What follows belongs to an exercise in optimizing a design on an open flow for small area, a short achievable clock period and few clock cycles per item; a production flow would make more cautious choices. Function was checked by simulation only, so behaviour that the tests miss may differ from the original. Power is estimated from default activity; no workload was simulated.

==> run M <==
// emsd_decoder
module emsd_decoder (
    input  wire        clk,
    input  wire        rst,         
    input  wire        wr_en,
    input  wire [3:0]  wr_addr,
    input  wire [31:0] wr_data,
    input  wire [9:0]  width,
    input  wire [7:0]  offset,
    input  wire        start,
    output wire        busy,
    output reg  [2:0]  rcode,
    output reg  [2:0]  pos,
    output reg  [31:0] digits,
    output reg  [15:0] cursor,
    output reg  [9:0]  modw,
    output wire [76:0] codes,       
    output reg         nobar,
    output reg         oob,
    output reg         cfgerr
);
    localparam S_IDLE  = 4'd0,
               S_GWAIT = 4'd1,
               S_GSKIP = 4'd2,
               S_GMEAS = 4'd3,
               S_SETUP = 4'd4,
               S_FAST  = 4'd5,
               S_DRAIN = 4'd6,
               S_SL1   = 4'd7,
               S_SL2   = 4'd8,
               S_SL3   = 4'd9,
               S_VOTE  = 4'd10,
               S_SLN   = 4'd11,
               S_GWAIT1 = 4'd12,
               S_SETUP2 = 4'd13,
               S_SL1B  = 4'd14,
               S_XLATE = 4'd15;
    reg [3:0]   state;
    reg [511:0] sl;
    reg [9:0]   w;         
    reg [7:0]   off;
    reg [66:0]  mods;      
  ...
clock: 12.0 ns
lec_check: 0
cap_margin: 20
core_margin: 2
core_utilization: 40
slew_margin: 20
standard.sh (not shown) runs the stock make flow with config.mk's settings and CLKGATE_MAP_FILE= SYNTH_SCRIPT=/design/flow/synth_recipe.tcl, a recipe that flattens the netlist after the stock synthesis.
==> flow/flow/run.sh <==
#!/bin/bash
# The standard ORFS layout (the standard.sh, unchanged synthesis), with
#  - repair_timing asked to keep a larger setup margin, so that the resizer
#    also works on paths that already meet the 12 ns clock;
#  - the port buffers that buffer_ports inserts made plain buf_2 cells
#    (every input and output still gets its buffer);
#  - larger clock-tree sink clusters (fewer leaf buffers).
# The clock, the SDC and every other setting are the standard flow's.  make's full output
# goes to standard.log (ORFS keeps each step's log under orfs/logs).
set -euo pipefail
bash standard.sh SETUP_SLACK_MARGIN=7.5 "BUFFER_PORTS_ARGS=-buffer_cell sky130_fd_sc_hd__buf_2" \
    CTS_CLUSTER_SIZE=30 CTS_CLUSTER_DIAMETER=80 finish > standard.log 2>&1
==> run R: changes against run M <==
--- a/flow/design.v
+++ b/flow/design.v
@@ -36,17 +36,17 @@
                S_XLATE = 4'd15;
     reg [3:0]   state;
     reg [511:0] sl;
     reg [9:0]   w;         
     reg [7:0]   off;
     reg [66:0]  mods;      
     wire [9:0]  n = modw;
     wire [9:0]  p = cursor[9:0];
-    reg  [7:0]  nsel;      
+    reg  [7:1]  nsel;      
     reg  [5:0]  kn_r;      
     reg [4:0]   g;         
     reg         vb;        
     reg         areg;
     reg [9:0]   dl, ll;    
     reg         busy_r;    
     reg  [3:0]  sn;        
     assign busy = busy_r;
@@ -58,16 +58,18 @@
         for (wi = 0; wi < 16; wi = wi + 1)
             if (wr_en && state == S_IDLE && wr_addr == wi)
                 sl[32*wi +: 32] <= wr_rev;
     reg  signed [12:0] xa;           
     reg  [31:0]        sr;           
     reg  [31:0]        vmr;          
     reg  [2:0]         xie;          
     reg  signed [12:0] xn;           
+    reg                xs;           
+    reg  [4:0]         ph_r;         
     wire [2:0]   ie  = xie;                        
     wire [2:0]   io  = xa[8:6];                    
     wire [63:0]  eo  = {sl[64*io + 32 +: 32], sl[64*ie +: 32]};
     wire [127:0] eo2 = {eo, eo};
     wire [31:0]  raw = eo2[xa[5:0] +: 32];
     wire signed [13:0] lim = $signed({4'd0, w}) - $signed({xa[12], xa});
     wire [12:0]  nxa = -xa;
     wire [5:0]   hi  = (lim >= 14'sd32) ? 6'd32 : (lim[13] ? 6'd0 : lim[5:0]);
@@ -149,89 +151,86 @@
     reg [31:0] ln1;
     reg [15:0] ln2;
     reg [9:0]  ln3;
     reg [7:0]  ln4;
     reg [5:0]  ln5;
     reg [4:0]  ln6;
     reg [3:0]  ln7;
     function automatic cls(input [6:0] win, input [2:0] nn, input [1:0] o);
-        reg [2:0] cnt;
+        reg [4:0] ge;           
         reg aa, ff;
-        integer t;
+        integer t, j;
         begin
-            cnt = 3'd0;
+            ge = 5'b00001;
             for (t = 0; t < 7; t = t + 1)
-                if (t < nn) cnt = cnt + {2'd0, win[t]};
+                if (t < nn)
+                    for (j = 4; j >= 1; j = j - 1)
+                        ge[j] = ge[j] | (win[t] & ge[j-1]);
             aa = win[o];
             ff = win[nn - 3'd1];
-            cls = (aa == ff) ? aa : (cnt > {1'b0, nn[2:1]});
+            cls = (aa == ff) ? aa : ge[nn[2:1] + 3'd1];
         end
     endfunction
     always @(*) begin
         for (i = 0; i < 32; i = i + 1) ln1[31 - i] = s[i];
         for (i = 0; i < 16; i = i + 1) ln2[15 - i] = cls({5'd0, s[2*i +: 2]}, 3'd2, off[1:0]);
         for (i = 0; i < 10; i = i + 1) ln3[9 - i]  = cls({4'd0, s[3*i +: 3]}, 3'd3, off[1:0]);
         for (i = 0; i < 8;  i = i + 1) ln4[7 - i]  = cls({3'd0, s[4*i +: 4]}, 3'd4, off[1:0]);
         for (i = 0; i < 6;  i = i + 1) ln5[5 - i]  = cls({2'd0, s[5*i +: 5]}, 3'd5, off[1:0]);
         for (i = 0; i < 5;  i = i + 1) ln6[4 - i]  = cls({1'd0, s[6*i +: 6]}, 3'd6, off[1:0]);
         for (i = 0; i < 4;  i = i + 1) ln7[3 - i]  = cls(s[7*i +: 7], 3'd7, off[1:0]);
     end
     reg [66:0] mods_fast;
     always @(*) begin
-        mods_fast = ({67{nsel[0]}} & mods)
-                  | ({67{nsel[1]}} & {mods[34:0], ln1})
+        mods_fast = ({67{nsel[1]}} & {mods[34:0], ln1})
                   | ({67{nsel[2]}} & {mods[50:0], ln2})
                   | ({67{nsel[3]}} & {mods[56:0], ln3})
                   | ({67{nsel[4]}} & {mods[58:0], ln4})
                   | ({67{nsel[5]}} & {mods[60:0], ln5})
                   | ({67{nsel[6]}} & {mods[61:0], ln6})
                   | ({67{nsel[7]}} & {mods[62:0], ln7});
     end
     wire [15:0] geo_n  = geom(n[2:0]);
     function automatic [7:1] onehot(input [2:0] nn);
         integer t;
         for (t = 1; t < 8; t = t + 1) onehot[t] = (nn == t);
     endfunction
     wire [15:0] geo_i  = geom(i_n);
+    wire signed [12:0] xs32 = $signed({{5{i_x[7]}}, i_x}) + 13'sd32 - $signed({5'd0, offset});
     wire        n_fast = (n != 10'd0) && (n <= 10'd7) &&
                          (n == 10'd1 || ({2'd0, off} < n && off <= 8'd3));
     wire [15:0] cur_f  = {{3{xa[12]}}, xa} + {8'd0, off};    
     wire [9:0]  half     = {1'b0, n[9:1]};
     wire        d_ge     = (dl == 10'd1);
     wire        l_ge     = (ll == 10'd1);
     wire        v_last   = !n[0] && (s0 ? (ll == 10'd2 && dl == 10'd1)
                                         : (dl == 10'd2 && ll == 10'd1));
     reg                sh_a;         
     reg  signed [12:0] sh_b;
     always @(*) begin
         sh_a = 1'b0;
         sh_b = 13'sd1;
         case (state)
             S_SETUP:  begin sh_a = 1'b1; sh_b = -$signed({5'd0, off}); end
-            S_SETUP2: sh_b = -$signed({8'd0, geo_n[4:0]});
+            S_SETUP2: sh_b = -$signed({8'd0, ph_r});
             S_SLN:    begin sh_a = 1'b1; sh_b = 13'sd0; end
             S_SL1:    begin sh_a = 1'b1; sh_b = $signed({3'd0, n}); end
             S_SL1B:   sh_b = $signed({5'h1f, ~off});
             S_SL2:    begin sh_a = 1'b1; sh_b = -$signed({5'd0, off}); end
             default:  ;
         endcase
     end
     wire signed [12:0] sh_s = (sh_a ? $signed({2'd0, cc}) : xa) + sh_b;
     wire [15:0] c        = cursor;
     wire [15:0] c_nx     = c + {6'd0, n};
     wire [10:0] cc       = (c[15:11] != 5'd0) ? 11'd2047 : c[10:0];
     wire        s_cfg  = (width == 10'd0) || (width > 10'd512);
     wire        s_fast = (qst == Q_DONE) && ({4'd0, i_pl} <= width) &&
                          (i_n == 3'd1 || ({2'd0, offset} < {7'd0, i_n} && offset <= 8'd3));
-    wire [76:0] codes_t = {4'd0, mods_fast[2:0],
-                           mods_fast[9:3],   mods_fast[16:10], mods_fast[23:17], mods_fast[30:24],
-                           2'd0, mods_fast[35:31],
-                           mods_fast[42:36], mods_fast[49:43], mods_fast[56:50], mods_fast[63:57],
-                           4'd0, mods_fast[66:64]};
     assign codes = {4'd0, mods[2:0],                   
                     mods[9:3],   mods[16:10], mods[23:17], mods[30:24],
                     2'd0, mods[35:31],                 
                     mods[42:36], mods[49:43], mods[56:50], mods[63:57],
                     4'd0, mods[66:64]};                
     function automatic [4:0] lookup_left(input [6:0] v);
         case (v)
             7'd114: lookup_left = {1'b1, 4'd0};
@@ -252,37 +251,37 @@
     reg [31:0] t_digits;
     reg        t_fail;
     reg [4:0]  t_lk;
     always @(*) begin
         t_rcode  = 3'd1;
         t_pos    = 3'd0;
         t_digits = 32'd0;
         t_fail   = 1'b0;
-        if (codes_t[6:0] != 7'd2) begin
+        if (codes[6:0] != 7'd2) begin
             t_fail = 1'b1; t_rcode = 3'd2;
         end
         for (q = 0; q < 4; q = q + 1) begin
-            t_lk = lookup_left(codes_t[7*(1+q) +: 7]);
+            t_lk = lookup_left(codes[7*(1+q) +: 7]);
             if (!t_fail && !t_lk[4]) begin
                 t_fail = 1'b1; t_rcode = 3'd3; t_pos = q[2:0];
             end
             t_digits[28 - 4*q +: 4] = t_lk[3:0];
         end
-        if (!t_fail && codes_t[41:35] != 7'd21) begin
+        if (!t_fail && codes[41:35] != 7'd21) begin
             t_fail = 1'b1; t_rcode = 3'd4;
         end
         for (q = 0; q < 4; q = q + 1) begin
-            t_lk = lookup_left(~codes_t[7*(6+q) +: 7]);
+            t_lk = lookup_left(~codes[7*(6+q) +: 7]);
             if (!t_fail && !t_lk[4]) begin
                 t_fail = 1'b1; t_rcode = 3'd3; t_pos = 3'd4 + q[2:0];
             end
             t_digits[12 - 4*q +: 4] = t_lk[3:0];
         end
-        if (!t_fail && codes_t[76:70] != 7'd2) begin
+        if (!t_fail && codes[76:70] != 7'd2) begin
             t_fail = 1'b1; t_rcode = 3'd5;
         end
         if (t_fail) t_digits = 32'hFFFF_FFFF;
     end
     task automatic take_bit(input bit_v);
         begin
             mods <= {mods[65:0], bit_v};
             cursor <= c_nx;
@@ -305,32 +304,34 @@
             nobar  <= 1'b0;
             oob    <= 1'b0;
             cfgerr <= 1'b0;
             xa     <= 13'sd0;
             xie    <= 3'd0;
             vb     <= 1'b0;
         end else begin
             xn = xa;
+            xs = 1'b0;
             sn = state;
             vb <= 1'b0;
             if (vb) mods <= mods_fast;
             case (state)
                 S_IDLE: if (start) begin
                     oob <= 1'b0;
                     w   <= width;
                     off <= offset;
                     if (!s_cfg) begin
                         cursor <= {10'd0, i_pd};
                         modw   <= {7'd0, i_n};
                     end
                     xn    = $signed({{5{i_x[7]}}, i_x}) - $signed({5'd0, offset});
+                    xs    = 1'b1;
                     g     <= geo_i[9:5];
                     kn_r  <= geo_i[15:10];
-                    nsel  <= {onehot(i_n), 1'b0};
+                    nsel  <= onehot(i_n);
                     if (s_cfg) begin
                         cfgerr <= 1'b1;
                     end else begin
                         cfgerr <= 1'b0;
                         sn  = s_fast ? S_FAST : S_GWAIT;
                     end
                 end
                 S_GWAIT: begin
@@ -359,28 +360,27 @@
                     if (sinr && !s0) begin
                         modw     <= n + 10'd1;
                     end else
                         sn = S_SETUP;
                 end
                 S_SETUP: begin
                     nobar  <= (n == 10'd0);
                     if (n == 10'd0) begin
-                        nsel   <= 8'd1;
                         mods   <= {67{1'b1}};
                         oob    <= 1'b1;
                         sn  = S_XLATE;
                     end else if (n_fast) begin
                         xn    = sh_s;
                         g     <= geo_n[9:5];
                         kn_r  <= geo_n[15:10];
-                        nsel  <= {onehot(n[2:0]), 1'b0};
+                        ph_r  <= geo_n[4:0];
+                        nsel  <= onehot(n[2:0]);
                         sn = S_SETUP2;
                     end else begin
-                        nsel   <= 8'd1;
                         mods   <= 67'd1;         
                         xn     = $signed({3'd0, p});
                         sn  = S_SL1;
                     end
                 end
                 S_SETUP2: begin
                     xn    = sh_s;
                     sn = S_FAST;
@@ -391,20 +391,17 @@
                     g      <= g - 5'd1;
                     if (g == 5'd0) sn = S_DRAIN;
                 end
                 S_DRAIN: begin
                     oob    <= nsel[1] ? ((cur_f > {6'd0, w}) || ({2'd0, off} > p))
                                                : (xa > $signed({3'd0, w}));
                     cursor <= cur_f;
                     nobar  <= 1'b0;
-                    rcode  <= t_rcode;
-                    pos    <= t_pos;
-                    digits <= t_digits;
-                    sn  = S_IDLE;
+                    sn  = S_XLATE;
                 end
                 S_XLATE: begin
                     rcode  <= t_rcode;
                     pos    <= t_pos;
                     digits <= t_digits;
                     sn  = S_IDLE;
                 end
                 S_SLN: begin                       
@@ -450,12 +447,12 @@
                         else    dl <= dl - 10'd1;
                     end
                 end
                 default: sn = S_IDLE;
             endcase
             xa  <= xn;
             state  <= sn;
             busy_r <= (sn != S_IDLE);
-            xie <= xn[8:6] + {2'd0, xn[5]};
+            xie <= xs ? xs32[8:6] : xn[8:6] + {2'd0, xn[5]};
         end
     end
 endmodule
==> flow/flow/run.sh (replaced) <==
#!/bin/bash
# The standard ORFS layout (the standard.sh, unchanged synthesis), with
#  - repair_timing asked to keep a larger setup margin, so that the resizer
#    also works on paths that already meet the 12 ns clock;
#  - the port buffers that buffer_ports inserts made plain buf_2 cells
#    (every input and output still gets its buffer);
#  - larger clock-tree sink clusters (fewer leaf buffers).
# The clock, the SDC and every other setting are the standard flow's.  make's full output
# goes to standard.log (ORFS keeps each step's log under orfs/logs).
set -euo pipefail
bash standard.sh SETUP_SLACK_MARGIN=8.0 "BUFFER_PORTS_ARGS=-buffer_cell sky130_fd_sc_hd__buf_2" \
    CTS_CLUSTER_SIZE=30 CTS_CLUSTER_DIAMETER=80 finish > standard.log 2>&1
==> summary of the runs <==
Run M completed without violations. Run R produced a clean layout. In run M the sequential power is smaller than in run R, by about 7.5%. Of run M and run R, run M has the higher count of clock-buffer cells in the layout (gap 3). In run R the routed wire length is smaller than in run M, by 3.8%. Between run M and run R, the lower clock skew is in run R (gap 0.025 ns). In run R the sequential cell count is higher than in run M, by 4. Non-clock buffer count: run R is higher than run M (24). Of run M and run R, run M has the higher global-route usage (gap 0.25 points). In run M the worst setup slack is lower than in run R, by 0.32 ns. Between run M and run R, the lower first-iteration DRC count is in run R (gap 3.4%, measured against run R).
Testbench counts of run M, summed over its fixed seeds: cycles 5,305, items 192.
Testbench counts of run R, summed over its fixed seeds: cycles 5,497, items 192.

-- static timing again, ports no longer ideal --
In the flow no input, the clock included, has a driving cell. The finished layouts below were timed again as built, in two steps.
Step 1, drivers: a clkbuf_16 drives clk and a buf_2 each remaining input, both assumed.
Step 2 times the ports against the registers' clock, not the clock port: input delays grow and output delays shrink by t, the midpoint of the rising clock arrivals with the driver on.
a / b / c = ideal ports / drivers / drivers and shift; a / b = the first two.
run	shift t [ns]	setup slack, ns	worst setup path after step 2	slew at the worst register clock pin (ns)
run M	0.762	7.407 / 7.407 / 6.984	input to register	0.11 / 0.11
run R	0.742	7.729 / 7.729 / 7.074	input to register	0.11 / 0.11
After both steps every run listed still meets setup and hold. The setup slack of run R, which loses most, moves by 0.000 ns with the drivers and by -0.655 ns with both steps.
